Source: an optimization exercise on an open RTL-to-GDS flow (aim: small area, a short achievable clock period and few clock cycles per item). Production flows keep margins and buffers that such runs may drop. RTL that was checked went through simulation tests only; none was proved equivalent to the original. The clock port is modelled as an ideal driver; clocking choices that lean on that would not hold on a real chip.

==> v11: inputs <==
Design grad_stream, start of the top module:
module grad_stream (
    input  wire       clk,
    input  wire       rst,
    input  wire       in_valid,
    output wire       in_ready,
    input  wire       in_sof,
    input  wire [6:0] in_width,
    input  wire [1:0] in_preset,
    input  wire [7:0] in_pix,
    output reg        out_valid,
    input  wire       out_ready,
    output reg  [7:0] out_mag
);
export LEC_CHECK = 0
export CAP_MARGIN = 20
export CORE_MARGIN = 2
export CORE_UTILIZATION = 40
export SLEW_MARGIN = 20
create_clock -name core_clock -period 30.0 [get_ports {clk}]
run.sh (not shown) runs the stock make flow with config.mk's settings and CLKGATE_MAP_FILE= SYNTH_SCRIPT=/design/flow/synth_recipe.tcl, a recipe that flattens the netlist after the stock synthesis.
==> v34: changes against v11 <==
--- a/flow/design.v
+++ b/flow/design.v
@@ -8,13 +8,13 @@
     input  wire [1:0] in_preset,
     input  wire [7:0] in_pix,
     output reg        out_valid,
     input  wire       out_ready,
     output reg  [7:0] out_mag
 );
-    localparam QD = 8;      
+    localparam QD = 6;      
     reg       rdy;
     reg       acc_r;
     reg       sof_r;
     reg [6:0] w_r;
     reg [1:0] pre_r;
     reg [7:0] pix_r;
@@ -100,36 +100,35 @@
     wire [7:0] cu = bf[15:8];
     wire [9:0]        col_v = (eo ? {2'b0, cu} + {2'b0, cp} : 10'd0)
                             + (sb ? {1'b0, ct, 1'b0} : {2'b0, ct});
     wire signed [8:0] cps = {1'b0, cp};
     wire signed [8:0] cus = {1'b0, cu};
     wire signed [8:0] col_d = cps - cus;
-    reg [9:0]        v0, v1c, v2c;    
-    reg signed [8:0] d0, d1c, d2c;    
+    reg [9:0]        va, vb;
+    reg signed [8:0] da, db;
     always @(posedge clk) begin
         if (acc_r) begin
-            v0 <= col_v; v1c <= v0; v2c <= v1c;
-            d0 <= col_d; d1c <= d0; d2c <= d1c;
+            va <= col_v; vb <= va;
+            da <= col_d; db <= da;
         end
     end
-    reg winv;    
-    wire signed [11:0] v0s = {2'b0, v0};
-    wire signed [11:0] v2s = {2'b0, v2c};
-    wire signed [11:0] sx_c = v0s - v2s;
-    wire signed [11:0] sy_c = (eo ? d2c + d0 : 12'sd0) + (sb ? 2 * d1c : d1c);
-    wire bigx_c = sx_c[11] ? !((sx_c[10:8] == 3'h7) && (sx_c[7:0] != 8'd0)) : (sx_c[10:8] != 3'h0);
-    wire bigy_c = sy_c[11] ? !((sy_c[10:8] == 3'h7) && (sy_c[7:0] != 8'd0)) : (sy_c[10:8] != 3'h0);
-    reg       pv1, nx, ny, big1;
-    reg [7:0] mx, my;
+    wire signed [11:0] vcs = {2'b0, col_v};
+    wire signed [11:0] vbs = {2'b0, vb};
+    wire signed [11:0] sx_c = vcs - vbs;
+    wire signed [11:0] sy_c = (eo ? db + col_d : 12'sd0) + (sb ? 2 * da : da);
+    reg               pv1;
+    reg signed [11:0] sx1, sy1;
     always @(posedge clk) begin
-        nx   <= sx_c[11];
-        ny   <= sy_c[11];
-        mx   <= sx_c[7:0] ^ {8{sx_c[11]}};
-        my   <= sy_c[7:0] ^ {8{sy_c[11]}};
-        big1 <= bigx_c || bigy_c;
+        sx1 <= sx_c;
+        sy1 <= sy_c;
     end
+    wire       nx = sx1[11], ny = sy1[11];
+    wire [7:0] mx = sx1[7:0] ^ {8{nx}};
+    wire [7:0] my = sy1[7:0] ^ {8{ny}};
+    wire bigx = nx ? !((sx1[10:8] == 3'h7) && (sx1[7:0] != 8'd0)) : (sx1[10:8] != 3'h0);
+    wire bigy = ny ? !((sy1[10:8] == 3'h7) && (sy1[7:0] != 8'd0)) : (sy1[10:8] != 3'h0);
     wire sqw1 = (mx[0] & mx[5]) ^ (mx[1] & mx[4]);
     wire sqw2 = (mx[0] & mx[5]) & (mx[1] & mx[4]);
     wire sqw3 = (mx[0] & mx[7]) ^ (mx[1] & mx[6]) ^ (mx[2] & mx[5]);
     wire sqw4 = ((mx[0] & mx[7]) & (mx[1] & mx[6])) | ((mx[0] & mx[7]) & (mx[2] & mx[5])) | ((mx[1] & mx[6]) & (mx[2] & mx[5]));
     wire sqw5 = (mx[3] & mx[4]) ^ mx[4];
     wire sqw6 = (mx[3] & mx[4]) & mx[4];
@@ -277,107 +276,91 @@
     wire [16:0] sq_rb = {1'b0, sqw145, sqw143, sqw141, sqw139, sqw137, sqw135, sqw133, sqw131, sqw129, sqw127, sqw125, sqw123, sqw121, sqw119, sqw117, sqw115};
     wire [16:0] sq_c = sq_ra + sq_rb;
     reg        pv2, sat2;
     reg [16:0] sq2;
     always @(posedge clk) begin
         sq2  <= sq_c;
-        sat2 <= big1;
+        sat2 <= bigx || bigy;
     end
     wire [8:0] rem_w  [0:8];
     wire [7:0] root_w [0:8];
     reg        pv3, sat3;
-    reg [3:0]  root3;
-    reg [4:0]  rem3;
-    reg [7:0]  low3;
-    reg        pv4, sat4;
-    reg [5:0]  root4;
-    reg [6:0]  rem4;
-    reg [3:0]  low4;
-    reg        pv5;
-    reg [7:0]  mag5;
+    reg [4:0]  root3;
+    reg [5:0]  rem3;
+    reg [5:0]  low3;
+    reg        pv4;
+    reg [7:0]  mag4;
     assign rem_w[0]  = 9'd0;
     assign root_w[0] = 8'd0;
     genvar n;
     generate for (n = 0; n < 8; n = n + 1) begin : it
         wire [8:0] rin;
         wire [7:0] qin;
         wire [1:0] bb;
-        if (n == 4) begin : cut3
-            assign rin = {4'd0, rem3};
-            assign qin = {4'd0, root3};
-        end else if (n == 6) begin : cut4
-            assign rin = {2'd0, rem4};
-            assign qin = {2'd0, root4};
+        if (n == 5) begin : cut3
+            assign rin = {3'd0, rem3};
+            assign qin = {3'd0, root3};
         end else begin : nocut
             assign rin = rem_w[n];
             assign qin = root_w[n];
         end
-        if (n < 4) begin : b2
+        if (n < 5) begin : b2
             assign bb = sq2[2*(7-n) +: 2];
-        end else if (n < 6) begin : b3
+        end else begin : b3
             assign bb = low3[2*(7-n) +: 2];
-        end else begin : b4
-            assign bb = low4[2*(7-n) +: 2];
         end
         wire [n+2:0] r  = {rin[n:0], bb};
         wire [n+2:0] t  = {1'b0, qin[n:0], 2'b01};
         wire [n+3:0] d  = {1'b0, r} - {1'b0, t};
         wire         ok = !d[n+3];
         wire [n+1:0] nr = ok ? d[n+1:0] : r[n+1:0];
         assign rem_w[n+1]  = {{(8-n){1'b0}}, nr};
         assign root_w[n+1] = {qin[6:0], ok};
     end endgenerate
     always @(posedge clk) begin
         sat3  <= sat2 || sq2[16];
-        root3 <= root_w[4][3:0];
-        rem3  <= rem_w[4][4:0];
-        low3  <= sq2[7:0];
-        sat4  <= sat3;
-        root4 <= root_w[6][5:0];
-        rem4  <= rem_w[6][6:0];
-        low4  <= low3[3:0];
-        mag5  <= sat4 ? 8'd255 : root_w[8];
+        root3 <= root_w[5][4:0];
+        rem3  <= rem_w[5][5:0];
+        low3  <= sq2[5:0];
+        mag4  <= sat3 ? 8'd255 : root_w[8];
     end
     reg [7:0] q [0:QD-1];
     reg [2:0] wp, rp;
     reg [3:0] qn;           
     reg [3:0] nout;         
     wire qe    = (qn == 4'd0);
     wire ofree = !out_valid || out_ready;
-    wire push  = pv5 && !(ofree && qe);       
+    wire push  = pv4 && !(ofree && qe);       
     always @(posedge clk) begin
-        if (pv5) q[wp] <= mag5;
-        if (ofree && (!qe || pv5)) out_mag <= qe ? mag5 : q[rp];
+        if (pv4) q[wp] <= mag4;
+        if (ofree && (!qe || pv4)) out_mag <= qe ? mag4 : q[rp];
     end
     wire [3:0] nb  = nout - {3'd0, acc_r && !interior};
     wire [3:0] nbp = nb + 4'd1;
     wire [3:0] nbm = nb - 4'd1;
     wire       inc = in_valid && rdy;
     wire       dec = out_valid && out_ready;
     wire [3:0] nnext = inc ? (dec ? nb : nbp) : (dec ? nbm : nb);
     wire       rnext = inc ? (dec ? (nb <= QD) : (nbp <= QD)) : (dec ? (nbm <= QD) : (nb <= QD));
-    wire [3:0] qn_free = qe ? 4'd0 : qn - 4'd1 + {3'd0, pv5};
-    wire [3:0] qn_hold = qn + {3'd0, pv5};
+    wire [3:0] qn_free = qe ? 4'd0 : qn - 4'd1 + {3'd0, pv4};
+    wire [3:0] qn_hold = qn + {3'd0, pv4};
     always @(posedge clk) begin
         if (rst) begin
-            winv <= 1'b0;
-            pv1 <= 1'b0; pv2 <= 1'b0; pv3 <= 1'b0; pv4 <= 1'b0; pv5 <= 1'b0;
+            pv1 <= 1'b0; pv2 <= 1'b0; pv3 <= 1'b0; pv4 <= 1'b0;
             wp <= 3'd0; rp <= 3'd0; qn <= 4'd0;
             out_valid <= 1'b0;
             nout <= 4'd0;
             rdy <= 1'b1;
         end else begin
-            winv <= acc_r && interior;
-            pv1 <= winv;
+            pv1 <= acc_r && interior;
             pv2 <= pv1;
             pv3 <= pv2;
             pv4 <= pv3;
-            pv5 <= pv4;
-            if (push)  wp <= wp + 3'd1;
-            if (ofree && !qe) rp <= rp + 3'd1;
+            if (push)  wp <= (wp == QD - 1) ? 3'd0 : wp + 3'd1;
+            if (ofree && !qe) rp <= (rp == QD - 1) ? 3'd0 : rp + 3'd1;
             qn <= ofree ? qn_free : qn_hold;
-            out_valid <= ofree ? (!qe || pv5) : 1'b1;
+            out_valid <= ofree ? (!qe || pv4) : 1'b1;
             nout <= nnext;
             rdy  <= rnext;
         end
     end
 endmodule
==> flow/flow/run.sh (new file) <==
#!/bin/bash
# Layout: the standard flow (standard.sh), with these changes to how the
# layout is made:
#  - the port buffers are sky130_fd_sc_hd__buf_2 (buffer_ports otherwise
#    picks a slow delay cell); every port still gets its buffer;
#  - repair_timing is asked for a large setup margin, so that it sizes the
#    paths towards a short period instead of stopping at the 30 ns clock;
#    the clock, its period and the I/O constraints are the standard flow's, unchanged.
# standard.sh's output is kept in standard.log and the tools' own logs are
# copied to flow_logs/.
set -uo pipefail
export BUFFER_PORTS_ARGS="-buffer_cell sky130_fd_sc_hd__buf_2"
export SETUP_SLACK_MARGIN=22.5
export CTS_ARGS="-sink_clustering_enable -repair_clock_nets -sink_clustering_size 30 -sink_clustering_max_diameter 120 -dont_use_dummy_load -buf_list {sky130_fd_sc_hd__clkbuf_8 sky130_fd_sc_hd__clkbuf_16}"
bash standard.sh > standard.log 2>&1
st=$?
cp -r orfs/logs flow_logs 2>/dev/null || true
exit $st
==> flow/standard.sh (new file) <==
#!/bin/bash
# synth_recipe.tcl (not shown) runs the flow's synth.tcl, then flattens the netlist and writes it again
# the make line also repeats each setting of config.mk as NAME=value (left out here)
make -C /OpenROAD-flow-scripts/flow DESIGN_CONFIG=/design/flow/config.mk WORK_HOME=/design/flow/orfs CLKGATE_MAP_FILE= SYNTH_SCRIPT=/design/flow/synth_recipe.tcl "${@:-finish}"
==> flow/config.mk (replaced) <==
export PLATFORM = sky130hd
export DESIGN_NAME = grad_stream
export DESIGN_NICKNAME = grad_stream
export VERILOG_FILES = /design/flow/design.v
export SDC_FILE = /design/flow/constraint.sdc
export NUM_CORES = 4
export LEC_CHECK = 0
export ABC_AREA = 1
export CAP_MARGIN = 20
export CORE_MARGIN = 2
export CORE_UTILIZATION = 40
export SLEW_MARGIN = 20
removed: flow/run.sh
==> v16: changes against v11 <==
--- a/flow/design.v
+++ b/flow/design.v
@@ -8,13 +8,13 @@
     input  wire [1:0] in_preset,
     input  wire [7:0] in_pix,
     output reg        out_valid,
     input  wire       out_ready,
     output reg  [7:0] out_mag
 );
-    localparam QD = 8;      
+    localparam QD = 6;      
     reg       rdy;
     reg       acc_r;
     reg       sof_r;
     reg [6:0] w_r;
     reg [1:0] pre_r;
     reg [7:0] pix_r;
@@ -285,41 +285,30 @@
     wire [8:0] rem_w  [0:8];
     wire [7:0] root_w [0:8];
     reg        pv3, sat3;
     reg [3:0]  root3;
     reg [4:0]  rem3;
     reg [7:0]  low3;
-    reg        pv4, sat4;
-    reg [5:0]  root4;
-    reg [6:0]  rem4;
-    reg [3:0]  low4;
-    reg        pv5;
-    reg [7:0]  mag5;
     assign rem_w[0]  = 9'd0;
     assign root_w[0] = 8'd0;
     genvar n;
     generate for (n = 0; n < 8; n = n + 1) begin : it
         wire [8:0] rin;
         wire [7:0] qin;
         wire [1:0] bb;
-        if (n == 4) begin : cut3
+        if (n == 4) begin : cut
             assign rin = {4'd0, rem3};
             assign qin = {4'd0, root3};
-        end else if (n == 6) begin : cut4
-            assign rin = {2'd0, rem4};
-            assign qin = {2'd0, root4};
         end else begin : nocut
             assign rin = rem_w[n];
             assign qin = root_w[n];
         end
-        if (n < 4) begin : b2
+        if (n < 4) begin : hi
             assign bb = sq2[2*(7-n) +: 2];
-        end else if (n < 6) begin : b3
+        end else begin : lo
             assign bb = low3[2*(7-n) +: 2];
-        end else begin : b4
-            assign bb = low4[2*(7-n) +: 2];
         end
         wire [n+2:0] r  = {rin[n:0], bb};
         wire [n+2:0] t  = {1'b0, qin[n:0], 2'b01};
         wire [n+3:0] d  = {1'b0, r} - {1'b0, t};
         wire         ok = !d[n+3];
         wire [n+1:0] nr = ok ? d[n+1:0] : r[n+1:0];
@@ -328,56 +317,55 @@
     end endgenerate
     always @(posedge clk) begin
         sat3  <= sat2 || sq2[16];
         root3 <= root_w[4][3:0];
         rem3  <= rem_w[4][4:0];
         low3  <= sq2[7:0];
-        sat4  <= sat3;
-        root4 <= root_w[6][5:0];
-        rem4  <= rem_w[6][6:0];
-        low4  <= low3[3:0];
-        mag5  <= sat4 ? 8'd255 : root_w[8];
     end
+    wire [7:0] mag_c = sat3 ? 8'd255 : root_w[8];
     reg [7:0] q [0:QD-1];
     reg [2:0] wp, rp;
     reg [3:0] qn;           
     reg [3:0] nout;         
     wire qe    = (qn == 4'd0);
     wire ofree = !out_valid || out_ready;
-    wire push  = pv5 && !(ofree && qe);       
+    wire loadq = ofree && !qe;                
+    wire loadd = ofree && qe && pv3;          
+    wire push  = pv3 && !(ofree && qe);       
+    wire [2:0] wp1 = (wp == QD - 1) ? 3'd0 : wp + 3'd1;
+    wire [2:0] rp1 = (rp == QD - 1) ? 3'd0 : rp + 3'd1;
     always @(posedge clk) begin
-        if (pv5) q[wp] <= mag5;
-        if (ofree && (!qe || pv5)) out_mag <= qe ? mag5 : q[rp];
+        if (push) q[wp] <= mag_c;
+        if (loadq)      out_mag <= q[rp];
+        else if (loadd) out_mag <= mag_c;
     end
     wire [3:0] nb  = nout - {3'd0, acc_r && !interior};
     wire [3:0] nbp = nb + 4'd1;
     wire [3:0] nbm = nb - 4'd1;
     wire       inc = in_valid && rdy;
     wire       dec = out_valid && out_ready;
     wire [3:0] nnext = inc ? (dec ? nb : nbp) : (dec ? nbm : nb);
     wire       rnext = inc ? (dec ? (nb <= QD) : (nbp <= QD)) : (dec ? (nbm <= QD) : (nb <= QD));
-    wire [3:0] qn_free = qe ? 4'd0 : qn - 4'd1 + {3'd0, pv5};
-    wire [3:0] qn_hold = qn + {3'd0, pv5};
+    wire [3:0] qn_free = qe ? 4'd0 : qn - 4'd1 + {3'd0, pv3};
+    wire [3:0] qn_hold = qn + {3'd0, pv3};
     always @(posedge clk) begin
         if (rst) begin
             winv <= 1'b0;
-            pv1 <= 1'b0; pv2 <= 1'b0; pv3 <= 1'b0; pv4 <= 1'b0; pv5 <= 1'b0;
+            pv1 <= 1'b0; pv2 <= 1'b0; pv3 <= 1'b0;
             wp <= 3'd0; rp <= 3'd0; qn <= 4'd0;
             out_valid <= 1'b0;
             nout <= 4'd0;
             rdy <= 1'b1;
         end else begin
             winv <= acc_r && interior;
             pv1 <= winv;
             pv2 <= pv1;
             pv3 <= pv2;
-            pv4 <= pv3;
-            pv5 <= pv4;
-            if (push)  wp <= wp + 3'd1;
-            if (ofree && !qe) rp <= rp + 3'd1;
+            if (push)  wp <= wp1;
+            if (loadq) rp <= rp1;
             qn <= ofree ? qn_free : qn_hold;
-            out_valid <= ofree ? (!qe || pv5) : 1'b1;
+            out_valid <= ofree ? (!qe || pv3) : 1'b1;
             nout <= nnext;
             rdy  <= rnext;
         end
     end
 endmodule
==> comparison <==
Synthesized area, highest first: v11, v16, v34. Die area: v11 > v16 > v34. Via count, highest first: v34, v11, v16.
==> figures <==
item	v11	v16	v34
Status	no timing/DRC/antenna violations	no timing/DRC/antenna violations	no timing/DRC/antenna violations
First-pass iteration count of the detailed router	4	5	5
Standard cell with the maximum stage delay on the critical path	clkdlybuf4s50_1	nor3_1	edfxtp_1
Critical path startpoint category	register	input port	register
Largest stage delay on the critical path	570 ps	860 ps	370 ps
Capture instance of the worst register-to-register path	sq2[16]	out_mag[0]	sq2[14]
WHS	325 ps	324 ps	336 ps
Yosys reg bits	1301	1257	1250
Testbench counts of v34, summed over its fixed seeds: cycles 48,046, items 48,000.
Testbench counts of v16, summed over its fixed seeds: cycles 48,046, items 48,000.
Function not checked in v11: the RTL went through the layout flow alone.

what the ideal ports hide:
The results above use ideal ports. As a check the final layouts listed here were re-extracted and re-timed, cells and wires unchanged. Step 1: set_driving_cell puts a clkbuf_16 on clk and a buf_2 on each other input, an assumption about the parent block. Step 2, shift: input delay + t, output delay - t, t = (earliest + latest rising clock arrival at the registers) / 2. This alone moves slack from input paths to output paths. Three values: ideal, step 1, step 2; two values: the first two.
| run | shift t [ns] | setup slack, ns | pins driven straight from the clock port |
|---|---|---|---|
| v11 | 0.770 | 22.295 / 22.221 / 22.190 | 1 |
| v34 | 0.669 | 22.873 / 22.808 / 22.651 | 1 |
| v16 | 0.765 | 21.906 / 21.945 / 21.180 | 1 |
After both steps setup and hold are still met in every run listed. The setup slack of v16, which loses most, moves by +0.039 ns with the drivers and by -0.726 ns with both steps.
